Context: an optimization exercise on an open-source flow, tuned for small area, a short achievable clock period and few clock cycles per item. The choices shown serve that exercise and are no tape-out recipe.
RTL that was checked went through simulation tests only; none was proved equivalent to the original.
Only the layout flow was run in runs 1 and 2; the RTL was not checked for function there.
Power figures rest on the tool's default switching activity, not on a simulated workload.

$ cat flow/design.v
module frame_extractor (
    input  wire        clk,
    input  wire        rst,
    input  wire        start,
    input  wire [23:0] cfg_raw_len,
    input  wire [31:0] cfg_start_off,
    input  wire [15:0] cfg_payload_len,
    input  wire [31:0] cfg_expected_len,
    output wire        busy,
    input  wire        in_valid,
    output wire        in_ready,
    input  wire [31:0] in_data,
    output reg         out_valid,
    output reg  [31:0] out_data,
    output reg  [2:0]  out_count,
    output wire        done,
    output wire        res_ok,
    output wire [23:0] res_len
);
    reg        busy_q;
    reg        busy_o;        
    reg        rdy_q;
    reg        done_q;
    reg        res_ok_q;
    reg [15:0] plen_q;
    reg        exp_hi_q;      
    reg        skip_inf_q;    
    reg [23:0] rem_q;         
    reg        rge4_q;        
    reg        rgt4_q;        
    reg [31:0] wbuf;          
    reg        wv_q;          
    reg [2:0]  wn_q;          
    reg        cs_q;
    reg        copy_q;
    reg [23:0] r_q;           
    reg [1:0]  o_q;
    reg [2:0]  rc_q;          
    reg [2:0]  ccs_q;         
    reg        rle4_q;        
    reg        ha_q, hb_q, hc_q;
    reg [8:0]  seq_q;         
    reg        rle8_q;        
    reg        plen_lt16;     
    reg [23:0] out_len;       
    reg [23:0] dexp_q;        
    assign busy     = busy_o;
    assign in_ready = rdy_q;
    assign done     = done_q;
    assign res_len  = out_len;
    assign res_ok   = res_ok_q;
    wire accept   = in_valid && rdy_q;
    wire rem_gt8  = (rem_q[23:4] != 20'd0) || (rem_q[3] && rem_q[2:0] != 3'd0);
    wire rem_ge8  = (rem_q[23:3] != 21'd0);
    wire more     = rgt4_q;                       
    wire big      = rge4_q;                       
    wire rem_nz   = rge4_q || (rem_q[1:0] != 2'd0);
    wire cfg_ge4  = (cfg_raw_len[23:2] != 22'd0);
    wire cfg_gt4  = (cfg_raw_len[23:3] != 21'd0) || (cfg_raw_len[2] && cfg_raw_len[1:0] != 2'd0);
    wire [7:0] b0 = wbuf[7:0];
    wire [7:0] b1 = wbuf[15:8];
    wire [7:0] b2 = wbuf[23:16];
    wire [7:0] b3 = wbuf[31:24];
    wire [7:0] sq = seq_q[7:0];
    wire [8:0] seq1 = seq_q + 9'd1;
    wire e02_0 = (b0 == 8'h02), e02_1 = (b1 == 8'h02);
    wire e02_2 = (b2 == 8'h02), e02_3 = (b3 == 8'h02);
    wire eq0 = (b0 == sq), eq1 = (b1 == sq), eq2 = (b2 == sq), eq3 = (b3 == sq);
    wire en0 = (b0 == ~sq), en1 = (b1 == ~sq), en2 = (b2 == ~sq), en3 = (b3 == ~sq);
    wire e1q2 = (b2 == seq1[7:0]);
    wire e1q3 = (b3 == seq1[7:0]);
    wire e1n3 = (b3 == ~seq1[7:0]);
    wire wn2 = (wn_q >= 3'd2), wn3 = (wn_q >= 3'd3), wn4 = wn_q[2];
    wire cs_all = cs_q && !rle4_q;                
    wire srch   = !cs_all && !seq_q[8];
    wire [2:0] rc = rc_q;
    wire r0     = (rc == 3'd0);
    wire rle1   = (rc[2:1] == 2'd0);
    wire rle2   = !rc[2] && !(rc[1] && rc[0]);
    wire rle3   = !rc[2];
    wire hit0 = srch && ha_q && hb_q && en0;
    wire hit1 = srch && hc_q && eq0 && en1 && wn2;
    wire hit2 = srch && e02_0 && eq1 && en2 && wn3 && (!cs_q || r0);
    wire hit3 = srch && e02_1 && eq2 && en3 && wn4 && (!cs_q || rle1);
    reg  plen0, plen_hz;                            
    wire f0 = hit0;
    wire f1 = hit1;
    wire f2 = hit2 && !hit0;
    wire f3 = hit3 && !hit0 && !hit1;
    wire found = hit0 || hit1 || hit2 || hit3;
    wire [2:0] pl = plen_q[2:0];
    wire t2 = f0 && plen0 && wn4 && !seq1[8] && e02_1 && e1q2 && e1n3;
    wire [2:0] cnt_cs = ccs_q;
    reg  [2:0] c0, c1, c2;
    wire [2:0] wn_in = big ? 3'd4 : {1'b0, rem_q[1:0]};
    wire [2:0] av0 = wn_in - 3'd1;
    wire [2:0] av1 = (wn_in >= 3'd2) ? wn_in - 3'd2 : 3'd0;
    wire [2:0] av2 = (wn_in >= 3'd3) ? wn_in - 3'd3 : 3'd0;
    wire       plen_lt8 = (plen_q[15:3] == 13'd0);
    wire sel_cs = !(f0 || f1 || f2);
    wire [2:0] cnt = sel_cs ? cnt_cs : (({3{f0}} & c0) | ({3{f1}} & c1) | ({3{f2}} & c2));
    wire [31:0] odata;
    assign odata[7:0]   = f0 ? b1 : f1 ? b2 : f2 ? b3 : b0;
    assign odata[15:8]  = f0 ? b2 : (f1 || f2) ? b3 : b1;
    assign odata[23:16] = (f0 || f1 || f2) ? b3 : b2;
    assign odata[31:24] = b3;
    wire [1:0]  onew = f0 ? 2'd3 : f1 ? 2'd2 : f2 ? 2'd1 : 2'd0;
    wire pgt0 = !plen_hz || pl > 3'd3;
    wire pgt1 = !plen_hz || pl > 3'd2;
    wire pgt2 = !plen_hz || pl > 3'd1;
    wire pgt3 = !plen0;
    wire cont = (f0 && pgt0) || (f1 && pgt1) || (f2 && pgt2) || (f3 && pgt3);
    wire ple0 = plen_hz;
    wire ple1 = plen_hz && pl != 3'd7;
    wire ple2 = plen_hz && !(pl[2] && pl[1]);
    wire ple3 = plen_hz && (!pl[2] || pl[1:0] == 2'd0);
    wire rle4_new = (f0 && ple0) || (f1 && ple1) || (f2 && ple2) || (f3 && ple3);
    wire [23:0] r_m4 = {r_q[23:2] - 22'd1, r_q[1:0]};
    wire r_le8 = (r_q[23:4] == 20'd0) && (r_q[3:0] <= {2'b10, o_q});
    wire r_le4 = (r_q[23:3] == 21'd0) && (r_q[2:0] <= {1'b1, o_q});
    wire p1 = (pl == 3'd1) && plen_hz;
    wire p2 = (pl == 3'd2) && plen_hz;
    wire qle2 = found ? (plen0 ? ((f0 && !t2) || f1) : (f0 && p1))
                      : (!cs_q || rle2);
    wire qle3 = found ? (plen0 ? ((f0 && !t2) || f1 || f2) : (f0 && (p1 || p2)) || (f1 && p1))
                      : (!cs_q || rle3);
    wire [3:0]  ol_lo  = {1'b0, out_len[2:0]} + {1'b0, cnt};
    wire [20:0] ol_hi1 = out_len[23:3] + 21'd1;
    wire [23:0] ol_n   = {ol_lo[3] ? ol_hi1 : out_len[23:3], ol_lo[2:0]};
    wire [3:0]  dx_lo  = {1'b0, dexp_q[2:0]} - {1'b0, cnt};
    wire [20:0] dx_hi1 = dexp_q[23:3] - 21'd1;
    wire [23:0] dx_n   = {dx_lo[3] ? dx_hi1 : dexp_q[23:3], dx_lo[2:0]};
    wire dx_hz = (dexp_q[23:3] == 21'd0);
    wire ok_lo = (dexp_q[2:0] == cnt);             
    function [2:0] min3(input [2:0] a, input [2:0] b);
        min3 = (a < b) ? a : b;
    endfunction
    wire       rle4_now = r_le4 && !skip_inf_q;
    wire [2:0] rc_m4 = {~rc_q[2], rc_q[1:0]};
    wire [2:0] x_hold = (cs_q && copy_q) ? (rle4_q ? min3(rc_q, wn_in) : wn_in) : 3'd0;
    wire       rle4_all = rle8_q;
    wire       r_le12 = (r_q[23:4] == 20'd0) && (r_q[3:0] <= {2'b11, o_q});
    wire [3:0] p4 = plen_q[3:0];
    wire       rle8_new = plen_lt16 && ((f0 && p4 <= 4'd11) || (f1 && p4 <= 4'd10) ||
                                        (f2 && p4 <= 4'd9) || (f3 && p4 <= 4'd8));
    wire [2:0] x_all  = copy_q ? (rle4_all ? min3(rc_m4, wn_in) : wn_in) : 3'd0;
    wire [2:0] rcn0 = pl - 3'd3, rcn1 = pl - 3'd2, rcn2 = pl - 3'd1, rcn3 = pl;
    wire [2:0] y0 = ple0 ? min3(rcn0, wn_in) : wn_in;
    wire [2:0] y1 = ple1 ? min3(rcn1, wn_in) : wn_in;
    wire [2:0] y2 = ple2 ? min3(rcn2, wn_in) : wn_in;
    wire [2:0] y3 = ple3 ? min3(rcn3, wn_in) : wn_in;
    wire [2:0] x_new = (f0 && pgt0) ? y0 : (f1 && pgt1) ? y1 : (f2 && pgt2) ? y2 :
                       (f3 && pgt3) ? y3 : 3'd0;
    wire [2:0] rc_new = f0 ? rcn0 : f1 ? rcn1 : f2 ? rcn2 : rcn3;
    always @(posedge clk) begin
        wbuf      <= in_data;
        wn_q      <= wn_in;
        c0        <= (plen_lt8 && pl < av0) ? pl : av0;
        c1        <= (plen_lt8 && pl < av1) ? pl : av1;
        c2        <= (plen_lt8 && pl < av2) ? pl : av2;
        out_data  <= odata;
        out_count <= cnt;
        if (rst) begin
            busy_q    <= 1'b0;
            busy_o    <= 1'b0;
            rdy_q     <= 1'b0;
            done_q    <= 1'b0;
            wv_q      <= 1'b0;
            out_valid <= 1'b0;
        end else begin
            busy_q    <= busy_q ? rdy_q : start;
            busy_o    <= busy_q ? rdy_q : start;
            done_q    <= busy_q && !rdy_q;
            wv_q      <= accept;
            out_valid <= wv_q && (cnt != 3'd0);
            if (!busy_q)
                rdy_q <= start;
            else if (accept)
                rdy_q <= more;
            else if (!rem_nz)
                rdy_q <= 1'b0;
        end
        plen0   <= (plen_q == 16'd0);
        plen_lt16 <= (plen_q[15:4] == 12'd0);
        plen_hz <= (plen_q[15:3] == 13'd0);
        if (!busy_q) begin
            plen_q     <= cfg_payload_len;
            dexp_q     <= cfg_expected_len[23:0];
            exp_hi_q   <= (cfg_expected_len[31:24] != 8'd0);
            rem_q      <= cfg_raw_len;
            rge4_q     <= cfg_ge4;
            rgt4_q     <= cfg_gt4;
            rle8_q     <= 1'b0;
            cs_q       <= 1'b1;
            copy_q     <= 1'b0;
            r_q        <= cfg_start_off[23:0];
            o_q        <= 2'd0;
            rc_q       <= cfg_start_off[2:0];
            ccs_q      <= 3'd0;
            skip_inf_q <= (cfg_start_off[31:24] != 8'd0);
            rle4_q     <= 1'b0;
            ha_q       <= 1'b0;
            hb_q       <= 1'b0;
            hc_q       <= 1'b0;
            seq_q      <= 9'd1;
            out_len    <= 24'd0;
        end else begin
            if (accept) begin
                rem_q  <= rem_q - 24'd4;
                rge4_q <= rem_ge8;
                rgt4_q <= rem_gt8;
            end
            if (!wv_q) begin
                rle4_q   <= rle4_now;
                rle8_q   <= r_le8 && !skip_inf_q;
                ccs_q    <= x_hold;
                res_ok_q <= !exp_hi_q && dx_hz && (dexp_q[2:0] == 3'd0);
            end else begin
                res_ok_q <= !exp_hi_q && dx_hz && ok_lo;
                out_len  <= ol_n;
                dexp_q   <= dx_n;
                if (cs_all) begin
                    r_q    <= r_m4;
                    rc_q   <= rc_m4;
                    ccs_q  <= x_all;
                    rle4_q <= rle4_all;
                    rle8_q <= r_le12 && !skip_inf_q;
                    ha_q   <= 1'b0;
                    hb_q   <= 1'b0;
                    hc_q   <= 1'b0;
                end else begin
                    cs_q   <= found && cont;
                    copy_q <= 1'b1;
                    r_q    <= {8'd0, plen_q};
                    o_q    <= onew;
                    rc_q   <= rc_new;
                    ccs_q  <= x_new;
                    rle4_q <= rle4_new;
                    rle8_q <= rle8_new;
                    ha_q   <= qle2 && e02_2;
                    hb_q   <= found ? e1q3 : eq3;
                    hc_q   <= qle3 && e02_3;
                    if (found)
                        seq_q <= t2 ? {seq_q[8:1] + 8'd1, seq_q[0]} : seq1;
                end
            end
        end
    end
endmodule
$ cat flow/flow/run.sh
#!/bin/bash
# Standard ORFS flow (the standard.sh), with smaller port buffers, a
# leaner clock tree and timing repair aimed below the clock period. Each
# tool's full log stays under orfs/logs; make's own output goes to
# flow_make.log.
set -euo pipefail
bash standard.sh \
  "BUFFER_PORTS_ARGS=-buffer_cell sky130_fd_sc_hd__buf_1" \
  "CTS_ARGS=-sink_clustering_enable -repair_clock_nets -buf_list sky130_fd_sc_hd__clkbuf_8 -sink_clustering_size 16 -sink_clustering_max_diameter 70 -dont_use_dummy_load" \
  SETUP_SLACK_MARGIN=6.5 \
  finish > flow_make.log 2>&1
$ cat flow/standard.sh
#!/bin/bash
# synth_recipe.tcl (not shown) runs the flow's synth.tcl, then flattens the netlist and writes it again
# the make line also repeats each setting of config.mk as NAME=value (left out here)
make -C /OpenROAD-flow-scripts/flow DESIGN_CONFIG=/design/flow/config.mk WORK_HOME=/design/flow/orfs CLKGATE_MAP_FILE= SYNTH_SCRIPT=/design/flow/synth_recipe.tcl "${@:-finish}"
$ cat flow/config.mk
export PLATFORM = sky130hd
export DESIGN_NAME = frame_extractor
export DESIGN_NICKNAME = frame_extractor
export VERILOG_FILES = /design/flow/design.v
export SDC_FILE = /design/flow/constraint.sdc
export NUM_CORES = 4
export LEC_CHECK = 0
export CAP_MARGIN = 20
export CORE_MARGIN = 2
export CORE_UTILIZATION = 40
export PLACE_DENSITY = 0.6
export SLEW_MARGIN = 20
$ cat flow/constraint.sdc
create_clock -name core_clock -period 10.0 [get_ports {clk}]
set_input_delay 2.0000 -clock core_clock [delete_from_list [all_inputs] [get_ports {clk}]]
set_output_delay 2.0000 -clock core_clock [all_outputs]
set_load 0.01 [all_outputs]
==> load_flow_metrics.sql, run 1 <==
INSERT INTO impl_metrics (metric_group, metric, value, unit) VALUES
('run_status', 'outcome', 'complete, no violations', ''),
('floorplanning', 'pin_count', '204', ''),
('clock_tree', 'cts.sinks', '228', ''),
('clock_tree', 'clkTransAtPathRegs', '0.11', 'ns'),
('synthesis', 'mappedNetlistArea', '12500', 'um^2'),
('final_layout', 'layout_commonest_cell', 'sky130_fd_sc_hd__buf_1', ''),
('final_layout', 'area_growth_syn_to_layout', '16.9', '%'),
('job', 'max-cap-violations', '0', ''),
('floorplanning', 'die_w', '181', 'um'),
('global_route', 'grt_start_max_net_pins', '83', ''),
('setup_path', 'critPathMaxStageDelay', '0.58', 'ns'),
('worst_hold_path', 'holdCritPathClass', 'flip-flop to flip-flop', ''),
('route', 'met1_length', '16100', 'um'),
('power_and_ir_drop', 'power_report.internal_total', '1.32', 'mW'),
('timing', 'finalSetupViolCount', '0', ''),
('timing', 'min_period_over_period', '0.384', ''),
('route', 'met2RoutedLength', '17000', 'um'),
('timing', 'slew_violations', '0', ''),
('synthesis', 'synth-seq-cells', '228', ''),
('synthesis', 'synth.distinct_cells', '76', ''),
('route', 'wire_per_inst', '19.1', 'um'),
('power_and_ir_drop', 'sequential_group_share_of_total_power', '0.605', ''),
('clock_tree', 'cts_buffers', '21', ''),
('final_layout', 'num-fill-cells', '3006', ''),
('route', 'dr_total_vias', '10864', ''),
('synthesis', 'ys_flop_type', 'sky130_fd_sc_hd__dfxtp_1', ''),
('synthesis', 'avg_cell_area_syn', '9.45', 'um^2'),
('power_and_ir_drop', 'switchingPower', '0.493', 'mW'),
('route', 'overall_routed_net_length', '36800', 'um'),
('synthesis', 'post_synth_inst_count', '1325', ''),
('setup_path', 'critical_path_peak_fanout', '6', ''),
('route', 'final_antenna_net_count', '0', ''),
('timing', 'timing.final.crit_period', '3.84', 'ns'),
('timing', 'fin_tns_setup', '0', 'ns'),
('timing', 'slew_headroom', '0.290', ''),
('route', 'via_per_inst', '5.63', ''),
('synthesis', 'async_flop_share', '0', ''),
('route', 'drt_iter0_markers', '758', ''),
('clock_tree', 'clockRootBuffer', 'sky130_fd_sc_hd__clkbuf_8', ''),
('setup_path', 'cp_data_required_time', '10.24', 'ns'),
('route', 'remaining_drc_errors', '0', ''),
('setup_path', 'critPathCaptureType', 'flip-flop', ''),
('clock_tree', 'cts_tree', 'yes', ''),
('route', 'drt_first_pass_iters', '6', ''),
('setup_path', 'slowest_stage_cell_cp', 'sky130_fd_sc_hd__or4_4', ''),
('clock_tree', 'htree_num_levels', '1', ''),
('timing', 'worst_clock_skew', '0.0818', 'ns'),
('placed_design', 'portBuffers', '203', ''),
('synthesis', 'synth-edff-count', '96', ''),
('setup_path', 'critPathArrivalTime', '4.08', 'ns'),
('power_and_ir_drop', 'power.density_cell_area', '124', 'nW/um^2'),
('power_and_ir_drop', 'totalPowerFinal', '1.81', 'mW'),
('timing', 'max_clock_freq', '0.261', 'GHz'),
('floorplanning', 'die_y', '181', 'um'),
('clock_tree', 'clock_latency', '0.57', 'ns'),
('synthesis', 'post_synthesis_sequential_area_ratio', '0.441', ''),
('final_layout', 'final_stage_net_count', '1724', ''),
('setup_path', 'path_common_cell', 'sky130_fd_sc_hd__buf_6', ''),
('final_layout', 'layout-drive-gt1-share', '0.125', ''),
('setup_path', 'path_class', 'flip-flop to flip-flop', ''),
('floorplanning', 'dieArea', '32700', 'um^2'),
('power_and_ir_drop', 'vdd_drop_max', '115', 'uV'),
('power_and_ir_drop', 'power_leakage', '5.13', 'nW'),
('placed_design', 'post-dp-hpwl', '25800', 'um'),
('global_route', 'grt_pass1_wl', '57200', 'um'),
('route', 'dr.max_layer_used', 'met5', ''),
('global_route', 'overflow_left_after_global_routing', '0', ''),
('floorplanning', 'floorplan.rows', '64', ''),
('floorplanning', 'core', '30700', 'um^2'),
('setup_path', 'setup.worst_path.start_class', 'flip-flop', ''),
('setup_path', 'cpLargestDelayFamily', 'simple AND/OR/NAND/NOR gates', '');
-- registers in the layout, indices dropped and copies added (netlist names), 9 cells and up --
signal    cells
dexp_q       24
out_data     32
out_len      24
plen_q       16
r_q          24
rem_q        24
seq_q         9
wbuf         32
-- final timing paths --
check                             start   endpoint  slack [ns]  cells after the start
worst min-delay path               hb_q       hb_q        0.46                      2
worst min register to register     hb_q       hb_q        0.46                      2
worst max-delay path            wbuf[7]  dexp_q[5]        6.16                     14
worst max register to register  wbuf[7]  dexp_q[5]        6.16                     14
-- synthesized netlist by cell type, drive strengths merged, types with 5 or more instances --
master	number	area [um^2]
nor2	142	549
dfxtp	132	2640
nand2	101	382
edfxtp	96	2880
a21oi	86	430
xnor2	68	596
o21ai	67	335
xor2	50	438
ha	47	588
inv	41	154
nor4	41	314
clkbuf	38	144
buf	32	164
nor3	27	140
nand3	26	135
mux2i	25	250
nand3b	23	173
or3b	22	193
nand4	21	131
a22oi	19	143
mux2	18	203
nor2b	18	113
a211oi	14	105
a31oi	14	87.6
a21o	13	97.6
or3	13	91.3
nand2b	10	62.6
or4	10	93.8
and2	9	56.3
and3	8	50.1
o211ai	8	60.1
o31ai	8	60.1
and4	7	62.6
o2bb2ai	7	61.3
nor3b	6	45.0
clkinv	5	18.8
-- kinds of logic after synthesis --
family | count (synthesis) | share of synthesized area
AOI/OAI and AO/OA | 276 | 0.138
xor gates and xnor gates | 118 | 0.0825
adders and majority gates | 49 | 0.0502
buffers and inverters | 116 | 0.0384
DFF | 228 | 0.441
muxes | 43 | 0.0362
other | 1 | 0.000299
and+or+nand+nor | 494 | 0.213
-- worst reg2reg max path, cell delays in order (launching register included) --
cell and delay, ns:
sky130_fd_sc_hd__dfxtp_4 0.36, sky130_fd_sc_hd__or4b_4 0.56, sky130_fd_sc_hd__or4_4 0.58, sky130_fd_sc_hd__nor2_4 0.15
sky130_fd_sc_hd__nor2_4 0.07, sky130_fd_sc_hd__mux2_4 0.33, sky130_fd_sc_hd__mux2i_4 0.20, sky130_fd_sc_hd__buf_6 0.13
sky130_fd_sc_hd__buf_6 0.09, sky130_fd_sc_hd__ha_4 0.19, sky130_fd_sc_hd__nor2b_4 0.12, sky130_fd_sc_hd__o21a_4 0.20
sky130_fd_sc_hd__buf_6 0.13, sky130_fd_sc_hd__o31ai_4 0.22, sky130_fd_sc_hd__buf_6 0.17
-- area by class of cell --
type | instances | area [um^2] | area share
Multi-Input combinational cell | 982 | 6820 | 0.466
Sequential cell | 228 | 5570 | 0.380
Timing Repair Buffer | 256 | 1280 | 0.0875
Tap cell | 396 | 495 | 0.0339
Clock buffer | 21 | 289 | 0.0197
Inverter | 46 | 183 | 0.0125
Antenna cell | 1 | 2.50 | 0.000171
-- metrics by stage --
stage                     std cells  utilization  hold WS [ns]  worst slack, ns  cell area, um^2
after floorplan                1325            -         0.329             6.21            12600
after global placement         1861        0.443         0.439             5.30            13600
after detailed placement       1861        0.443         0.448             5.12            13600
after CTS                      1921        0.469         0.467             6.24            14400
after global routing           1929        0.476         0.502             6.03            14600
final                          1930        0.476         0.462             6.16            14600
-- what timing repair did --
item                                    4_1_cts  5_1_grt
endpoints found under the hold margin         0        0
pin swaps                                    19       19
setup buffers                                37        7
endpoints found under the setup margin       59       50
gates cloned                                  2        0
gates resized for setup                      50       31
-- per-layer routing --
layer,global-route usage,up-vias
met1,0.297,5196
li1,-,5197
met4,0.0618,2
met3,0.0397,70
met5,0,-
met2,0.353,399
-- power by group through the flow --
stage	registers, mW	clock network [mW]	logic [mW]
3_5_place_dp	1.12	0	0.198
2_1_floorplan	1.10	0	0.141
5_1_grt	1.11	0.545	0.248
4_1_cts	1.10	0.511	0.215
3_3_place_gp	1.12	0	0.194
6_report	1.10	0.495	0.222
==> run 2, diff against run 1 <==
--- a/flow/design.v
+++ b/flow/design.v
@@ -41,4 +41,5 @@
     reg        ha_q, hb_q, hc_q;
     reg [8:0]  seq_q;         
+    reg [8:0]  seqb_q;        
     reg        rle8_q;        
     reg        plen_lt16;     
@@ -64,11 +65,13 @@
     wire [7:0] sq = seq_q[7:0];
     wire [8:0] seq1 = seq_q + 9'd1;
+    wire [7:0] sqb = seqb_q[7:0];
+    wire [8:0] seqb1 = seqb_q + 9'd1;
     wire e02_0 = (b0 == 8'h02), e02_1 = (b1 == 8'h02);
     wire e02_2 = (b2 == 8'h02), e02_3 = (b3 == 8'h02);
-    wire eq0 = (b0 == sq), eq1 = (b1 == sq), eq2 = (b2 == sq), eq3 = (b3 == sq);
-    wire en0 = (b0 == ~sq), en1 = (b1 == ~sq), en2 = (b2 == ~sq), en3 = (b3 == ~sq);
-    wire e1q2 = (b2 == seq1[7:0]);
-    wire e1q3 = (b3 == seq1[7:0]);
-    wire e1n3 = (b3 == ~seq1[7:0]);
+    wire eq0 = (b0 == sq), eq1 = (b1 == sq), eq2 = (b2 == sqb), eq3 = (b3 == sqb);
+    wire en0 = (b0 == ~sq), en1 = (b1 == ~sq), en2 = (b2 == ~sqb), en3 = (b3 == ~sqb);
+    wire e1q2 = (b2 == seqb1[7:0]);
+    wire e1q3 = (b3 == seqb1[7:0]);
+    wire e1n3 = (b3 == ~seqb1[7:0]);
     wire wn2 = (wn_q >= 3'd2), wn3 = (wn_q >= 3'd3), wn4 = wn_q[2];
     wire cs_all = cs_q && !rle4_q;                
@@ -90,5 +93,5 @@
     wire found = hit0 || hit1 || hit2 || hit3;
     wire [2:0] pl = plen_q[2:0];
-    wire t2 = f0 && plen0 && wn4 && !seq1[8] && e02_1 && e1q2 && e1n3;
+    wire t2 = f0 && plen0 && wn4 && !seqb1[8] && e02_1 && e1q2 && e1n3;
     wire [2:0] cnt_cs = ccs_q;
     reg  [2:0] c0, c1, c2;
@@ -125,12 +128,24 @@
     wire qle3 = found ? (plen0 ? ((f0 && !t2) || f1 || f2) : (f0 && (p1 || p2)) || (f1 && p1))
                       : (!cs_q || rle3);
-    wire [3:0]  ol_lo  = {1'b0, out_len[2:0]} + {1'b0, cnt};
+    wire [3:0]  olc = {1'b0, out_len[2:0]} + {1'b0, cnt_cs};
+    wire [3:0]  ol0 = {1'b0, out_len[2:0]} + {1'b0, c0};
+    wire [3:0]  ol1 = {1'b0, out_len[2:0]} + {1'b0, c1};
+    wire [3:0]  ol2 = {1'b0, out_len[2:0]} + {1'b0, c2};
+    wire [3:0]  ol_lo = sel_cs ? olc : (({4{f0}} & ol0) | ({4{f1}} & ol1) | ({4{f2}} & ol2));
     wire [20:0] ol_hi1 = out_len[23:3] + 21'd1;
     wire [23:0] ol_n   = {ol_lo[3] ? ol_hi1 : out_len[23:3], ol_lo[2:0]};
-    wire [3:0]  dx_lo  = {1'b0, dexp_q[2:0]} - {1'b0, cnt};
+    wire [3:0]  dxc = {1'b0, dexp_q[2:0]} - {1'b0, cnt_cs};
+    wire [3:0]  dx0 = {1'b0, dexp_q[2:0]} - {1'b0, c0};
+    wire [3:0]  dx1 = {1'b0, dexp_q[2:0]} - {1'b0, c1};
+    wire [3:0]  dx2 = {1'b0, dexp_q[2:0]} - {1'b0, c2};
+    wire [3:0]  dx_lo = sel_cs ? dxc : (({4{f0}} & dx0) | ({4{f1}} & dx1) | ({4{f2}} & dx2));
     wire [20:0] dx_hi1 = dexp_q[23:3] - 21'd1;
     wire [23:0] dx_n   = {dx_lo[3] ? dx_hi1 : dexp_q[23:3], dx_lo[2:0]};
     wire dx_hz = (dexp_q[23:3] == 21'd0);
-    wire ok_lo = (dexp_q[2:0] == cnt);             
+    wire okc = (dexp_q[2:0] == cnt_cs);
+    wire ok0 = (dexp_q[2:0] == c0);
+    wire ok1 = (dexp_q[2:0] == c1);
+    wire ok2 = (dexp_q[2:0] == c2);
+    wire ok_lo = sel_cs ? okc : ((f0 && ok0) || (f1 && ok1) || (f2 && ok2));
     function [2:0] min3(input [2:0] a, input [2:0] b);
         min3 = (a < b) ? a : b;
@@ -170,5 +185,5 @@
         end else begin
             busy_q    <= busy_q ? rdy_q : start;
-            busy_o    <= busy_q ? rdy_q : start;
+            busy_o    <= busy_o ? rdy_q : start;
             done_q    <= busy_q && !rdy_q;
             wv_q      <= accept;
@@ -204,4 +219,5 @@
             hc_q       <= 1'b0;
             seq_q      <= 9'd1;
+            seqb_q     <= 9'd1;
             out_len    <= 24'd0;
         end else begin
@@ -241,6 +257,8 @@
                     hb_q   <= found ? e1q3 : eq3;
                     hc_q   <= qle3 && e02_3;
-                    if (found)
-                        seq_q <= t2 ? {seq_q[8:1] + 8'd1, seq_q[0]} : seq1;
+                    if (found) begin
+                        seq_q  <= t2 ? {seq_q[8:1] + 8'd1, seq_q[0]} : seq1;
+                        seqb_q <= t2 ? {seqb_q[8:1] + 8'd1, seqb_q[0]} : seqb1;
+                    end
                 end
             end
--- a/flow/flow/run.sh
+++ b/flow/flow/run.sh
@@ -8,4 +8,4 @@
   "BUFFER_PORTS_ARGS=-buffer_cell sky130_fd_sc_hd__buf_1" \
   "CTS_ARGS=-sink_clustering_enable -repair_clock_nets -buf_list sky130_fd_sc_hd__clkbuf_8 -sink_clustering_size 16 -sink_clustering_max_diameter 70 -dont_use_dummy_load" \
-  SETUP_SLACK_MARGIN=6.5 \
+  SETUP_SLACK_MARGIN=6.7 \
   finish > flow_make.log 2>&1
==> run 2 against run 1 <==
  * Still clean
  * Clock skew down 0.022 ns
  * Critical path depth is 4 lower
  * Power up 5.3%
  * Fmax is 18% higher
  * Synthesized cell count increased by 9.9%
  * Global-route usage shrank 0.80 points
==> load_flow_metrics.sql, run 2 <==
INSERT INTO impl_metrics (metric_group, metric, value, unit) VALUES
('synthesis', 'mappedNetlistArea', '13500', 'um^2'),
('timing', 'rsz_0062_raised_after_global_routing', 'true', ''),
('setup_path', 'setup.worst_path.start_class', 'flip-flop', ''),
('synthesis', 'ys_warn_count', '1', ''),
('synthesis', 'syn-num-nets', '1671', ''),
('clock_tree', 'htree_num_levels', '1', ''),
('synthesis', 'yosysMostFrequentCell', 'sky130_fd_sc_hd__dfxtp_1', ''),
('clock_tree', 'cts_tree', 'yes', ''),
('synthesis', 'ys_flop_type', 'sky130_fd_sc_hd__dfxtp_1', ''),
('power_and_ir_drop', 'switching_fraction', '0.273', ''),
('timing', 'worst_clock_skew', '0.0601', 'ns'),
('worst_hold_path', 'holdCritStartpoint', 'plen_lt16', ''),
('timing', 'finalSetupViolCount', '0', ''),
('route', 'final_antenna_net_count', '0', ''),
('synthesis', 'synth-seq-cells', '238', ''),
('power_and_ir_drop', 'power.density_cell_area', '126', 'nW/um^2'),
('route', 'dr.max_layer_used', 'met5', ''),
('job', 'max-cap-violations', '0', ''),
('final_layout', 'final_stage_net_count', '1854', ''),
('global_route', 'first_global_vias', '10884', ''),
('setup_path', 'worst-r2r-setup-slack', '6.76', 'ns'),
('setup_path', 'critical_path_peak_fanout', '10', ''),
('route', 'drt_first_pass_iters', '5', ''),
('route', 'met1_length', '17700', 'um'),
('setup_path', 'cp_data_required_time', '10.46', 'ns'),
('setup_path', 'rr_worst_depth', '10', ''),
('placed_design', 'post-dp-hpwl', '27300', 'um'),
('synthesis', 'synth_area_leader_cell', 'sky130_fd_sc_hd__edfxtp_1', ''),
('worst_hold_path', 'whs_path_depth', '2', ''),
('route', 'met2RoutedLength', '17200', 'um'),
('setup_path', 'slowest_stage_cell_cp', 'sky130_fd_sc_hd__dfxtp_2', ''),
('synthesis', 'synth-edff-count', '96', ''),
('final_layout', 'layout_commonest_cell', 'sky130_fd_sc_hd__buf_1', ''),
('power_and_ir_drop', 'pwr-share-clk', '0.284', ''),
('final_layout', 'area_growth_syn_to_layout', '12.2', '%'),
('route', 'overall_routed_net_length', '38100', 'um'),
('floorplanning', 'pin_count', '204', ''),
('timing', 'max_clock_freq', '0.309', 'GHz'),
('placed_design', 'detailedPlace.worstSlack', '6.21', 'ns'),
('setup_path', 'path_class', 'flip-flop to flip-flop', ''),
('clock_tree', 'cts_buffers', '24', ''),
('timing', 'setup_slack', '6.76', 'ns'),
('power_and_ir_drop', 'vdd_drop_max', '102', 'uV'),
('global_route', 'grt_pass1_wl', '59600', 'um'),
('setup_path', 'r2r-start', 'seqb_q[1]', ''),
('global_route', 'antenna_found_initial', '3', ''),
('clock_tree', 'cts.hold.buffers_added', '0', ''),
('timing', 'fin_tns_setup', '0', 'ns'),
('placed_design', 'finalWeightedCongestion', '0.944', ''),
('final_layout', 'final_cell_mix', 'sky130_fd_sc_hd__buf_1 (203), sky130_fd_sc_hd__nor2_1 (134), sky130_fd_sc_hd__dfxtp_1 (133)', ''),
('run_status', 'outcome', 'complete, no violations', ''),
('synthesis', 'post_synth_inst_count', '1456', ''),
('placed_design', 'portBuffers', '203', ''),
('timing', 'slew_headroom', '0.293', ''),
('synthesis', 'synth.distinct_cells', '79', ''),
('power_and_ir_drop', 'power.combinational.fraction', '0.122', ''),
('final_layout', 'diodes', '0', ''),
('floorplanning', 'core', '33400', 'um^2'),
('floorplanning', 'dieArea', '35300', 'um^2'),
('setup_path', 'critPathCaptureType', 'flip-flop', ''),
('floorplanning', 'die_w', '188', 'um'),
('global_route', 'grt_start_max_net_pins', '77', ''),
('floorplanning', 'initial_utilization', '0.405', ''),
('synthesis', 'biggest_area_contributors_in_the_synthesized_netlist', 'sky130_fd_sc_hd__edfxtp_1 (21%), sky130_fd_sc_hd__dfxtp_1 (21%), sky130_fd_sc_hd__ha_1 (6.2%)', ''),
('setup_path', 'path_cells', 'ha_2, nor3b_1, o221ai_1, nor3_1, nand4_1, nor4b_4, buf_6, mux2_2, or4_1, a21oi_1', ''),
('floorplanning', 'die_y', '188', 'um'),
('route', 'remaining_drc_errors', '0', ''),
('worst_hold_path', 'worst_hold_path.endpoint', 'rle8_q', ''),
('setup_path', 'critPathArrivalTime', '3.70', 'ns'),
('power_and_ir_drop', 'power_leakage', '5.27', 'nW'),
('synthesis', 'post_synthesis_sequential_area_ratio', '0.424', ''),
('global_route', 'grt.total_usage', '0.209', ''),
('floorplanning', 'floorplan.rows', '67', ''),
('route', 'wire_per_inst', '18.3', 'um'),
('timing', 'timing.final.crit_period', '3.24', 'ns'),
('clock_tree', 'clockRootBuffer', 'sky130_fd_sc_hd__clkbuf_8', ''),
('final_layout', 'biggestRegsByFlops', 'out_data: 32 flops, wbuf: 32 flops', ''),
('clock_tree', 'clock_latency', '0.59', 'ns'),
('power_and_ir_drop', 'switchingPower', '0.521', 'mW'),
('clock_tree', 'cts_buffer_depth', '3', ''),
('global_route', 'overflow_left_after_global_routing', '0', ''),
('power_and_ir_drop', 'totalPowerFinal', '1.91', 'mW'),
('clock_tree', 'cts.sinks', '238', ''),
('timing', 'worst_slew_pin_slew', '1.06', 'ns'),
('synthesis', 'synth_top_area_share', '0.213', ''),
('synthesis', 'avg_cell_area_syn', '9.28', 'um^2'),
('setup_path', 'critPathMaxStageDelay', '0.44', 'ns'),
('worst_hold_path', 'holdCritPathClass', 'flip-flop to flip-flop', ''),
('power_and_ir_drop', 'sequential_group_share_of_total_power', '0.594', ''),
('route', 'drt_iter0_markers', '688', ''),
('power_and_ir_drop', 'power_report.internal_total', '1.39', 'mW'),
('route', 'via_per_inst', '5.48', ''),
('final_layout', 'layout-drive-gt1-share', '0.0678', ''),
('synthesis', 'yosys-top-cells-count', 'sky130_fd_sc_hd__dfxtp_1 (142), sky130_fd_sc_hd__nor2_1 (134), sky130_fd_sc_hd__nand2_1 (121), sky130_fd_sc_hd__a21oi_1 (109), sky130_fd_sc_hd__edfxtp_1 (96)', ''),
('timing', 'finalHoldViolCount', '0', ''),
('synthesis', 'async_flop_share', '0', ''),
('route', 'route.met3.wl', '2120', 'um'),
('timing', 'slew_violations', '0', ''),
('setup_path', 'critical_path.reg2reg.endpoint', 'seqb_q[6]', ''),
('route', 'dr_total_vias', '11433', ''),
('timing', 'min_period_over_period', '0.324', ''),
('clock_tree', 'clkTransAtPathRegs', '0.10', 'ns');
run 2: metal layers:
| layer | global-route usage | vias up |
|---|---|---|
| li1 | - | 5645 |
| met1 | 0.291 | 5400 |
| met2 | 0.335 | 322 |
| met3 | 0.0363 | 62 |
| met4 | 0.0594 | 4 |
| met5 | 0 | - |
run 2: worst max-delay path: cells and delay by family, from the launching register on:
family,cells,cell delay (ns)
fa+ha+maj,1,0.34
compound gates,2,0.27
buf+inv,1,0.20
mux,1,0.37
flops,1,0.44
simple gates,5,1.52
run 2: power groups by stage:
| stage | logic, mW | clock network (mW) | registers [mW] |
|---|---|---|---|
| 6_report | 0.234 | 0.542 | 1.14 |
| 3_3_place_gp | 0.220 | 0 | 1.16 |
| 2_1_floorplan | 0.152 | 0 | 1.14 |
| 3_5_place_dp | 0.223 | 0 | 1.16 |
| 5_1_grt | 0.263 | 0.603 | 1.14 |
| 4_1_cts | 0.231 | 0.565 | 1.14 |
run 2: cells by family (layout without fill, tap and decap cells):
| family | Yosys count | count (layout) | share of synthesized area |
|---|---|---|---|
| simple gates | 528 | 528 | 0.199 |
| compound gates | 328 | 329 | 0.153 |
| flops | 238 | 238 | 0.424 |
| buf+inv | 124 | 304 | 0.0379 |
| xor+xnor | 114 | 114 | 0.0739 |
| fa+ha+maj | 75 | 75 | 0.0739 |
| mux | 48 | 48 | 0.0374 |
| other cells | 1 | 1 | 0.000278 |
run 2: repair_timing:
action / CTS / global route
pin swaps: 2 / 2
endpoints found under the setup margin: 54 / 48
setup buffers: 3 / 7
gates cloned: 1 / 1
resized for setup: 12 / 16
run 2: worst max-delay path by stage:
stage / start / to / slack, ns / depth (start not counted)
after floorplan: in_valid / rdy_q / 6.96 / 4
after global placement: seq_q[2] / dexp_q[11] / 6.32 / 8
after detailed placement: seqb_q[5] / seqb_q[6] / 6.21 / 8
after CTS: seqb_q[2] / seqb_q[6] / 6.66 / 10
after global routing: seqb_q[1] / seqb_q[6] / 6.61 / 10
final: seqb_q[1] / seqb_q[6] / 6.76 / 10
run 2: through the flow:
| stage | utilization | std cells | instance area [um^2] | hold WS (ns) |
|---|---|---|---|---|
| global placement | 0.438 | 2049 | 14600 | 0.439 |
| detailed placement | 0.438 | 2049 | 14600 | 0.446 |
| CTS | 0.451 | 2077 | 15000 | 0.463 |
| finish | 0.454 | 2085 | 15200 | 0.459 |
| floorplan | - | 1456 | 13500 | 0.329 |
| global route | 0.454 | 2085 | 15200 | 0.499 |
run 2: area by class of cell:
class,instances,area (um^2)
clock buffer,24,330
fill,3363,18200
inverter,54,208
multi-input combinational,1095,7380
sequential,238,5740
tap,448,561
timing repair buffer,226,936
==> run 3, diff against run 2 <==
--- a/flow/design.v
+++ b/flow/design.v
@@ -41,5 +41,5 @@
     reg        ha_q, hb_q, hc_q;
     reg [8:0]  seq_q;         
-    reg [8:0]  seqb_q;        
+    reg        srch_q, m2_q, m3_q;
     reg        rle8_q;        
     reg        plen_lt16;     
@@ -65,25 +65,21 @@
     wire [7:0] sq = seq_q[7:0];
     wire [8:0] seq1 = seq_q + 9'd1;
-    wire [7:0] sqb = seqb_q[7:0];
-    wire [8:0] seqb1 = seqb_q + 9'd1;
     wire e02_0 = (b0 == 8'h02), e02_1 = (b1 == 8'h02);
     wire e02_2 = (b2 == 8'h02), e02_3 = (b3 == 8'h02);
-    wire eq0 = (b0 == sq), eq1 = (b1 == sq), eq2 = (b2 == sqb), eq3 = (b3 == sqb);
-    wire en0 = (b0 == ~sq), en1 = (b1 == ~sq), en2 = (b2 == ~sqb), en3 = (b3 == ~sqb);
-    wire e1q2 = (b2 == seqb1[7:0]);
-    wire e1q3 = (b3 == seqb1[7:0]);
-    wire e1n3 = (b3 == ~seqb1[7:0]);
+    wire eq0 = (b0 == sq), eq1 = (b1 == sq), eq2 = (b2 == sq), eq3 = (b3 == sq);
+    wire en0 = (b0 == ~sq), en1 = (b1 == ~sq), en2 = (b2 == ~sq), en3 = (b3 == ~sq);
+    wire e1q2 = (b2 == seq1[7:0]);
+    wire e1q3 = (b3 == seq1[7:0]);
+    wire e1n3 = (b3 == ~seq1[7:0]);
     wire wn2 = (wn_q >= 3'd2), wn3 = (wn_q >= 3'd3), wn4 = wn_q[2];
     wire cs_all = cs_q && !rle4_q;                
-    wire srch   = !cs_all && !seq_q[8];
+    wire srch   = srch_q;
     wire [2:0] rc = rc_q;
-    wire r0     = (rc == 3'd0);
-    wire rle1   = (rc[2:1] == 2'd0);
     wire rle2   = !rc[2] && !(rc[1] && rc[0]);
     wire rle3   = !rc[2];
     wire hit0 = srch && ha_q && hb_q && en0;
     wire hit1 = srch && hc_q && eq0 && en1 && wn2;
-    wire hit2 = srch && e02_0 && eq1 && en2 && wn3 && (!cs_q || r0);
-    wire hit3 = srch && e02_1 && eq2 && en3 && wn4 && (!cs_q || rle1);
+    wire hit2 = m2_q && e02_0 && eq1 && en2 && wn3;
+    wire hit3 = m3_q && e02_1 && eq2 && en3 && wn4;
     reg  plen0, plen_hz;                            
     wire f0 = hit0;
@@ -93,5 +89,5 @@
     wire found = hit0 || hit1 || hit2 || hit3;
     wire [2:0] pl = plen_q[2:0];
-    wire t2 = f0 && plen0 && wn4 && !seqb1[8] && e02_1 && e1q2 && e1n3;
+    wire t2 = f0 && plen0 && wn4 && !seq1[8] && e02_1 && e1q2 && e1n3;
     wire [2:0] cnt_cs = ccs_q;
     reg  [2:0] c0, c1, c2;
@@ -168,4 +164,10 @@
                        (f3 && pgt3) ? y3 : 3'd0;
     wire [2:0] rc_new = f0 ? rcn0 : f1 ? rcn1 : f2 ? rcn2 : rcn3;
+    wire [8:0] seq2 = {seq_q[8:1] + 8'd1, seq_q[0]};
+    wire       cs_new = found && cont;
+    wire       sq8_new = found ? (t2 ? seq2[8] : seq1[8]) : seq_q[8];
+    wire       srch_h = !(cs_q && !rle4_now) && !seq_q[8];
+    wire       srch_a = rle4_all && !seq_q[8];
+    wire       srch_n = !(cs_new && !rle4_new) && !sq8_new;
     always @(posedge clk) begin
         wbuf      <= in_data;
@@ -185,5 +187,5 @@
         end else begin
             busy_q    <= busy_q ? rdy_q : start;
-            busy_o    <= busy_o ? rdy_q : start;
+            busy_o    <= busy_q ? rdy_q : start;
             done_q    <= busy_q && !rdy_q;
             wv_q      <= accept;
@@ -219,5 +221,7 @@
             hc_q       <= 1'b0;
             seq_q      <= 9'd1;
-            seqb_q     <= 9'd1;
+            srch_q     <= 1'b0;
+            m2_q       <= 1'b0;
+            m3_q       <= 1'b0;
             out_len    <= 24'd0;
         end else begin
@@ -229,4 +233,7 @@
             if (!wv_q) begin
                 rle4_q   <= rle4_now;
+                srch_q   <= srch_h;
+                m2_q     <= srch_h && (!cs_q || rc_q == 3'd0);
+                m3_q     <= srch_h && (!cs_q || rc_q[2:1] == 2'd0);
                 rle8_q   <= r_le8 && !skip_inf_q;
                 ccs_q    <= x_hold;
@@ -241,4 +248,7 @@
                     ccs_q  <= x_all;
                     rle4_q <= rle4_all;
+                    srch_q <= srch_a;
+                    m2_q   <= srch_a && (rc_m4 == 3'd0);
+                    m3_q   <= srch_a && (rc_m4[2:1] == 2'd0);
                     rle8_q <= r_le12 && !skip_inf_q;
                     ha_q   <= 1'b0;
@@ -253,12 +263,13 @@
                     ccs_q  <= x_new;
                     rle4_q <= rle4_new;
+                    srch_q <= srch_n;
+                    m2_q   <= srch_n && (!cs_new || rc_new == 3'd0);
+                    m3_q   <= srch_n && (!cs_new || rc_new[2:1] == 2'd0);
                     rle8_q <= rle8_new;
                     ha_q   <= qle2 && e02_2;
                     hb_q   <= found ? e1q3 : eq3;
                     hc_q   <= qle3 && e02_3;
-                    if (found) begin
-                        seq_q  <= t2 ? {seq_q[8:1] + 8'd1, seq_q[0]} : seq1;
-                        seqb_q <= t2 ? {seqb_q[8:1] + 8'd1, seqb_q[0]} : seqb1;
-                    end
+                    if (found)
+                        seq_q <= t2 ? seq2 : seq1;
                 end
             end
--- a/flow/flow/run.sh
+++ b/flow/flow/run.sh
@@ -8,4 +8,4 @@
   "BUFFER_PORTS_ARGS=-buffer_cell sky130_fd_sc_hd__buf_1" \
   "CTS_ARGS=-sink_clustering_enable -repair_clock_nets -buf_list sky130_fd_sc_hd__clkbuf_8 -sink_clustering_size 16 -sink_clustering_max_diameter 70 -dont_use_dummy_load" \
-  SETUP_SLACK_MARGIN=6.7 \
+  SETUP_SLACK_MARGIN=6.5 \
   finish > flow_make.log 2>&1
==> run 3 against run 2 <==
  * Wire length shrank 0.19%
  * Sequential share of layout area is essentially flat
  * Register-to-register slack lost 0.15 ns
  * Clock-buffer cell count shrank 2
  * Fmax shrank 4.6%
  * Sequential power is essentially flat
  * Largest power group unchanged
  * Highest routed layer is now met4
==> load_flow_metrics.sql, run 3 <==
INSERT INTO impl_metrics (metric_group, metric, value, unit) VALUES
('floorplanning', 'dieArea', '34400', 'um^2'),
('clock_tree', 'htree_num_levels', '1', ''),
('final_layout', 'final_stage_net_count', '1799', ''),
('placed_design', 'post-dp-hpwl', '27500', 'um'),
('synthesis', 'synth_area_leader_cell', 'sky130_fd_sc_hd__edfxtp_1', ''),
('global_route', 'first_global_vias', '10933', ''),
('synthesis', 'yosysMostFrequentCell', 'sky130_fd_sc_hd__nor2_1', ''),
('floorplanning', 'die_w', '186', 'um'),
('timing', 'worst_slew_pin_slew', '1.03', 'ns'),
('route', 'remaining_drc_errors', '0', ''),
('timing', 'setup_slack', '6.61', 'ns'),
('power_and_ir_drop', 'power.density_cell_area', '125', 'nW/um^2'),
('timing', 'slew_violations', '0', ''),
('power_and_ir_drop', 'pwr-share-clk', '0.276', ''),
('timing', 'finalSetupViolCount', '0', ''),
('power_and_ir_drop', 'switching_fraction', '0.273', ''),
('timing', 'max_clock_freq', '0.295', 'GHz'),
('clock_tree', 'cts.sinks', '231', ''),
('route', 'drt_first_pass_iters', '5', ''),
('run_status', 'outcome', 'complete, no violations', ''),
('timing', 'worst_clock_skew', '0.0444', 'ns'),
('clock_tree', 'cts_buffers', '22', ''),
('setup_path', 'critPathCaptureType', 'flip-flop', ''),
('clock_tree', 'clock_latency', '0.55', 'ns'),
('synthesis', 'async_flop_share', '0', ''),
('power_and_ir_drop', 'power_report.internal_total', '1.34', 'mW'),
('clock_tree', 'cts_tree', 'yes', ''),
('setup_path', 'path_class', 'flip-flop to flip-flop', ''),
('setup_path', 'critical_path_peak_fanout', '12', ''),
('clock_tree', 'cts_buffer_depth', '3', ''),
('synthesis', 'ys_warn_count', '1', ''),
('synthesis', 'mappedNetlistArea', '13200', 'um^2'),
('route', 'overall_routed_net_length', '38000', 'um'),
('global_route', 'grt_pass1_wl', '59000', 'um'),
('global_route', 'grt.total_usage', '0.217', ''),
('timing', 'min_period_over_period', '0.339', ''),
('timing', 'slew_headroom', '0.315', ''),
('route', 'final_antenna_net_count', '0', ''),
('route', 'wire_per_inst', '18.8', 'um'),
('timing', 'fin_tns_setup', '0', 'ns'),
('final_layout', 'area_growth_syn_to_layout', '12.1', '%'),
('timing', 'finalHoldViolCount', '0', ''),
('timing', 'timing.final.crit_period', '3.39', 'ns'),
('setup_path', 'critPathArrivalTime', '3.82', 'ns'),
('synthesis', 'synth-edff-count', '96', ''),
('clock_tree', 'clkTransAtPathRegs', '0.09', 'ns'),
('power_and_ir_drop', 'power.combinational.fraction', '0.122', ''),
('placed_design', 'finalWeightedCongestion', '0.971', ''),
('route', 'drt_iter0_markers', '958', ''),
('power_and_ir_drop', 'switchingPower', '0.505', 'mW'),
('clock_tree', 'clockRootBuffer', 'sky130_fd_sc_hd__clkbuf_8', ''),
('synthesis', 'synth_top_area_share', '0.219', ''),
('floorplanning', 'initial_utilization', '0.405', ''),
('power_and_ir_drop', 'power_leakage', '5.19', 'nW'),
('clock_tree', 'cts.hold.buffers_added', '0', ''),
('floorplanning', 'floorplan.rows', '66', ''),
('worst_hold_path', 'holdCritPathClass', 'flip-flop to flip-flop', ''),
('timing', 'rsz_0062_raised_after_global_routing', 'true', ''),
('final_layout', 'biggestRegsByFlops', 'out_data: 32 flops, wbuf: 32 flops', ''),
('synthesis', 'syn-num-nets', '1621', ''),
('placed_design', 'portBuffers', '203', ''),
('job', 'max-cap-violations', '0', ''),
('synthesis', 'post_synthesis_sequential_area_ratio', '0.423', ''),
('final_layout', 'diodes', '0', ''),
('synthesis', 'biggest_area_contributors_in_the_synthesized_netlist', 'sky130_fd_sc_hd__edfxtp_1 (22%), sky130_fd_sc_hd__dfxtp_1 (20%), sky130_fd_sc_hd__ha_1 (6.2%)', ''),
('route', 'dr_total_vias', '11351', ''),
('floorplanning', 'die_y', '186', 'um'),
('power_and_ir_drop', 'sequential_group_share_of_total_power', '0.602', ''),
('synthesis', 'yosys-top-cells-count', 'sky130_fd_sc_hd__nor2_1 (142), sky130_fd_sc_hd__dfxtp_1 (135), sky130_fd_sc_hd__a21oi_1 (119), sky130_fd_sc_hd__edfxtp_1 (96), sky130_fd_sc_hd__nand2_1 (80)', ''),
('setup_path', 'cp_data_required_time', '10.42', 'ns'),
('global_route', 'overflow_left_after_global_routing', '0', '');
-- run 3: timing repair --
action,CTS,global route
gates cloned,0,0
resized for setup,12,15
pin swaps,1,0
setup buffers,0,12
endpoints found under the setup margin,51,60
-- run 3: power groups by stage --
stage               registers (mW)  logic [mW]  clock network [mW]
CTS                           1.11       0.218               0.530
finish                        1.11       0.225               0.509
global placement              1.13       0.213                   0
floorplan                     1.11       0.150                   0
detailed placement            1.13       0.215                   0
global route                  1.12       0.254               0.564
-- run 3: cell families after synthesis --
logic type	Yosys count	synth area share
mux	48	0.0382
flops	231	0.423
other cells	1	0.000284
fa+ha+maj	73	0.0738
buf+inv	125	0.0388
xor+xnor	108	0.0717
compound gates	342	0.162
simple gates	480	0.191
-- run 3: stage by stage --
step / hold WS (ns) / utilization / power (mW) / cell area (um^2) / cells
5_1_grt: 0.500 / 0.454 / 1.94 / 14800 / 2026
2_1_floorplan: 0.329 / - / 1.26 / 13200 / 1408
4_1_cts: 0.467 / 0.450 / 1.86 / 14600 / 2014
3_5_place_dp: 0.448 / 0.439 / 1.35 / 14300 / 1992
6_report: 0.470 / 0.454 / 1.85 / 14800 / 2026
3_3_place_gp: 0.438 / 0.439 / 1.35 / 14300 / 1992
-- run 3: layout make-up --
class	instances	area (um^2)	area share
inverter	55	214	0.0145
timing repair buffer	224	940	0.0635
tap	442	553	0.0374
sequential	231	5600	0.378
multi-input combinational	1052	7180	0.486
clock buffer	22	303	0.0205
-- run 3: layer usage --
metal / track usage / share of wire / up-vias
li1: - / - / 5496
met1: 0.303 / 0.45 / 5390
met2: 0.341 / 0.45 / 402
met3: 0.0380 / 0.073 / 63
met4: 0.0655 / 0.027 / 0
met5: 0 / 0 / -
-- run 3: final timing paths --
| check | start | to | slack (ns) | cells past startpoint |
|---|---|---|---|---|
| worst max register to register | plen_q[1] | ccs_q[1] | 6.61 | 12 |
| worst min register to register | ha_q | ha_q | 0.47 | 2 |
| worst min-delay path | ha_q | ha_q | 0.47 | 2 |
| worst max-delay path | plen_q[1] | ccs_q[1] | 6.61 | 12 |
-- run 3: worst max-delay path, cell delays in order (launching register included) --
cell,delay [ns]
sky130_fd_sc_hd__edfxtp_1,0.65
sky130_fd_sc_hd__inv_1,0.38
sky130_fd_sc_hd__ha_1,0.23
sky130_fd_sc_hd__inv_1,0.06
sky130_fd_sc_hd__ha_1,0.32
sky130_fd_sc_hd__inv_1,0.06
sky130_fd_sc_hd__ha_1,0.30
sky130_fd_sc_hd__a2111oi_2,0.57
sky130_fd_sc_hd__nand2b_1,0.13
sky130_fd_sc_hd__nand2_1,0.08
sky130_fd_sc_hd__o21ai_0,0.09
sky130_fd_sc_hd__a221oi_1,0.30
sky130_fd_sc_hd__o22ai_1,0.10
Testbench counts of run 3, summed over its fixed seeds: cycles 21,210, bytes 81,204.

## what the ideal ports hide
In the flow no input, the clock included, has a driving cell. The finished layouts below were timed again as built, in two steps. Step 1 assumes that a clkbuf_16 drives the clock port and a buf_2 every other input. Step 2 adds t to the input delays and takes it off the output delays; t is the mean of the earliest and latest rising clock arrival at the registers after step 1. Input paths then give back, and output paths get back, about the clock's delay inside the block. Slacks: ideal ports / drivers / drivers and shift; pairs: ideal ports / drivers.
run | t, ns | setup slack, ns | hold slack, ns | latest minus earliest clock arrival (ns)
run 1 | 0.578 | 6.165 / 6.165 / 6.165 | 0.462 / 0.462 / 0.462 | 0.081 / 0.082
run 2 | 0.608 | 6.763 / 6.729 / 6.606 | 0.459 / 0.459 / 0.459 | 0.060 / 0.060
run 3 | 0.591 | 6.608 / 6.608 / 6.557 | 0.470 / 0.470 / 0.470 | 0.070 / 0.070
After both steps setup and hold are still met in every run listed. The setup slack of run 2, which loses most, moves by -0.034 ns with the drivers and by -0.157 ns with both steps.
